Context: an optimization exercise on an open-source flow, tuned for small area. The choices shown serve that exercise and are no tape-out recipe. Function was checked by simulation only, so behaviour that the tests miss may differ from the original. Power is estimated from default activity; no workload was simulated.

## ltt
module ltt (
    input  wire        clk,
    input  wire        rst,
    input  wire        op_valid,
    input  wire [47:0] op_word,
    output reg         op_done,
    output reg         op_err,
    output wire [7:0]  op_res,
    output wire        irq,
    output wire        txd,
    input  wire        rxd
);
==> flow/config.mk <==
export PLATFORM = sky130hd
export DESIGN_NAME = ltt
export DESIGN_NICKNAME = ltt
export VERILOG_FILES = /design/flow/design.v
export SDC_FILE = /design/flow/constraint.sdc
export NUM_CORES = 4
export LEC_CHECK = 0
export CAP_MARGIN = 20
export CORE_MARGIN = 2
export CORE_UTILIZATION = 40
export CTS_BUF_LIST = sky130_fd_sc_hd__clkbuf_4
export SLEW_MARGIN = 20
==> flow/constraint.sdc <==
create_clock -name core_clock -period 10.0 [get_ports {clk}]
set_input_delay 2.0000 -clock core_clock [delete_from_list [all_inputs] [get_ports {clk}]]
set_output_delay 2.0000 -clock core_clock [all_outputs]
set_load 0.01 [all_outputs]
run.sh (not shown) runs the stock make flow with config.mk's settings and CLKGATE_MAP_FILE= SYNTH_SCRIPT=/design/flow/synth_recipe.tcl, a recipe that flattens the netlist after the stock synthesis.
Edit:
Settings changed: CTS_BUF_LIST sky130_fd_sc_hd__clkbuf_4 to not set.
After rerunning:
- clock skew shrinks by 0.019 ns
- global-route usage shrinks by 0.39 points
- die area stays the same

========
== run A ==
Another version of the RTL of ltt (not shown whole).
For scale: about 64 I/O pins.
clock: 10.0 ns
lec_check: 0
abc_area: 1
cap_margin: 20
core_margin: 2
core_utilization: 40
slew_margin: 20
standard.sh (not shown) runs the stock make flow with config.mk's settings and CLKGATE_MAP_FILE= SYNTH_SCRIPT=/design/flow/synth_recipe.tcl, a recipe that flattens the netlist after the stock synthesis.
==> flow/flow/run.sh <==
#!/bin/bash
set -euo pipefail
export BUFFER_PORTS_ARGS="-buffer_cell sky130_fd_sc_hd__buf_1"
export CTS_ARGS="-sink_clustering_enable -repair_clock_nets -dont_use_dummy_load -sink_clustering_size 10 -sink_clustering_max_diameter 55 -buf_list sky130_fd_sc_hd__clkbuf_4"

bash standard.sh synth > standard_synth.log 2>&1

RES=orfs/results/$FLOW_PLATFORM/ltt/base
PLAT=$FLOW_HOME/platforms/$FLOW_PLATFORM
cp $RES/1_2_yosys.v standard_1_2_yosys.v
export RESYN_NETLIST=$RES/1_2_yosys.v
export RESYN_LIB=$PLAT/lib/sky130_fd_sc_hd__tt_025C_1v80.lib
export RESYN_DONT_USE="$(make -s -C $FLOW_HOME DESIGN_CONFIG=$PWD/config.mk print-DONT_USE_CELLS 2>/dev/null | sed -n 's/^DONT_USE_CELLS: //p')"
echo "dont_use: $RESYN_DONT_USE" > resyn_dont_use.log
[[ -n "$RESYN_DONT_USE" ]]
yosys -c flow/resyn.tcl > resyn.log 2>&1
rm -f $RES/1_synth.odb $RES/1_synth.sdc

bash standard.sh > standard_layout.log 2>&1
==> flow/flow/resyn.tcl <==
# Re-map the combinational logic of the standard synthesis netlist for area,
# keeping every register instance (name, cell type and connections) as it is.
# Several ABC scripts are tried; the netlist with the smallest cell area is
# kept (a result far smaller than ABC's default script is refused).
# Reads and writes $::env(RESYN_NETLIST).
yosys -import
set lib $::env(RESYN_LIB)
set net $::env(RESYN_NETLIST)
set dont_use {}
foreach c $::env(RESYN_DONT_USE) { lappend dont_use -dont_use $c }

read_liberty -ignore_miss_func $lib
# registers stay black boxes, so flatten leaves their instances untouched
setattr -mod -set blackbox 1 sky130_fd_sc_hd__dfxtp_1 sky130_fd_sc_hd__edfxtp_1
read_verilog $net
hierarchy -top $::env(FLOW_TOP)
flatten
opt -full
design -save base

set scripts [list \
  "strash; &get -n; &fraig -x; &put; scorr; dc2; dretime; strash; &get -n; &dch -f; &nf; &put" \
  "strash; dc2; dch -f; amap -F 10 -A 10; topo" \
  "strash; dc2; dch -f; amap -F 20 -A 20; topo" \
  "strash; dc2; dc2; dch -f; amap; topo" \
  "strash; ifraig; dc2; dch -f; amap -F 10 -A 10; topo" \
  "strash; dc2; drw -z; drf -z; dc2; dch -f; amap -F 10 -A 10; topo" \
  "strash; dc2; dch -f; if -a -K 4; mfs2; strash; dc2; dch -f; amap -F 10 -A 10; topo" \
  "strash; dc2; dch -f; if -a -K 3; mfs2; strash; dc2; dch -f; amap -F 10 -A 10; topo" \
  "strash; ifraig; dc2; dch -f; if -a -K 4; mfs2; strash; dc2; dch -f; amap -F 10 -A 10; topo" ]
set best -1
set best_area 0
set i 0
foreach s $scripts {
  design -load base
  set f [open resyn_script_$i.abc w]
  puts $f $s
  close $f
  abc -liberty $lib {*}$dont_use -script resyn_script_$i.abc
  opt_clean -purge
  set a [tee -q -s result.string stat -liberty $lib]
  regexp {Chip area for module '[^']*': ([0-9.]+)} $a -> area
  puts "RESYN script $i area $area"
  # script 0 is ABC's default; a result far below it means logic was lost
  if { $i == 0 } { set ref_area $area }
  if { $area < 0.9 * $ref_area } {
    puts "RESYN script $i rejected"
  } elseif { $best < 0 || $area < $best_area } {
    set best $i
    set best_area $area
    design -save best
  }
  incr i
}
puts "RESYN chosen script $best area $best_area"
design -load best
splitnets
opt_clean -purge
hilomap -singleton -hicell sky130_fd_sc_hd__conb_1 HI -locell sky130_fd_sc_hd__conb_1 LO
insbuf -buf sky130_fd_sc_hd__buf_4 A X
check
tee -o resyn_stat.txt stat -liberty $lib
write_verilog -noattr -nohex -nodec $net
Edits applied to the flow inputs when going from run A to run B:
--- a/flow/flow/resyn.tcl
+++ b/flow/flow/resyn.tcl
@@ -3,4 +3,3 @@
 # Several ABC scripts are tried; the netlist with the smallest cell area is
-# kept (a result far smaller than ABC's default script is refused).
-# Reads and writes $::env(RESYN_NETLIST).
+# kept. Reads and writes $::env(RESYN_NETLIST).
 yosys -import
@@ -26,6 +25,3 @@
   "strash; ifraig; dc2; dch -f; amap -F 10 -A 10; topo" \
-  "strash; dc2; drw -z; drf -z; dc2; dch -f; amap -F 10 -A 10; topo" \
-  "strash; dc2; dch -f; if -a -K 4; mfs2; strash; dc2; dch -f; amap -F 10 -A 10; topo" \
-  "strash; dc2; dch -f; if -a -K 3; mfs2; strash; dc2; dch -f; amap -F 10 -A 10; topo" \
-  "strash; ifraig; dc2; dch -f; if -a -K 4; mfs2; strash; dc2; dch -f; amap -F 10 -A 10; topo" ]
+  "strash; dc2; drw -z; drf -z; dc2; dch -f; amap -F 10 -A 10; topo" ]
 set best -1
@@ -43,7 +39,3 @@
   puts "RESYN script $i area $area"
-  # script 0 is ABC's default; a result far below it means logic was lost
-  if { $i == 0 } { set ref_area $area }
-  if { $area < 0.9 * $ref_area } {
-    puts "RESYN script $i rejected"
-  } elseif { $best < 0 || $area < $best_area } {
+  if { $best < 0 || $area < $best_area } {
     set best $i
- The estimated power of run B ends up higher than the estimate for run A.
- Run B: done, clean on timing, DRC and antenna
- The die height on run A is in line with that on run B.
- As of run B, die area had risen slightly compared to run A.
- Wire length reported by the detailed router: higher on run B
- Run A has a lower synthesis-to-layout area growth than run B.
- When run B is set beside run A, its met1 routing resource usage after global routing turns out to be 2.4 points larger.
- In run B relative to run A, cell area had gone up slightly.
- Run A → run B: pre-CTS worst setup slack increased by 71 ps relative to the old numbers, synthesized cell count held steady.

-- static timing again, ports no longer ideal --
Ports are ideal in the flow. The routed layouts listed here were re-timed in OpenROAD.
Step 1, drivers: a clkbuf_16 drives clk and a buf_2 each remaining input, both assumed.
Step 2 also shifts input and output timing later by t, the mid clock arrival at the registers, as if the neighbouring blocks saw the same clock.
a / b / c = ideal / step 1 / step 2; a / b = the first two.
run | t (ns) | slack for setup (ns) | hold slack, ns
the first run of note 1 | 0.750 | 4.718 / 4.670 / 4.170 | 0.394 / 0.394 / 0.394
the second run of note 1 | 0.554 | 4.723 / 4.752 / 4.198 | 0.410 / 0.410 / 0.410
run A | 0.675 | 4.985 / 4.992 / 4.329 | 0.304 / 0.304 / 0.304
run B | 0.674 | 4.596 / 4.555 / 4.361 | 0.278 / 0.278 / 0.278
After both steps setup and hold are still met in every run listed. The setup slack of run A, which loses most, moves by +0.007 ns with the drivers and by -0.656 ns with both steps.
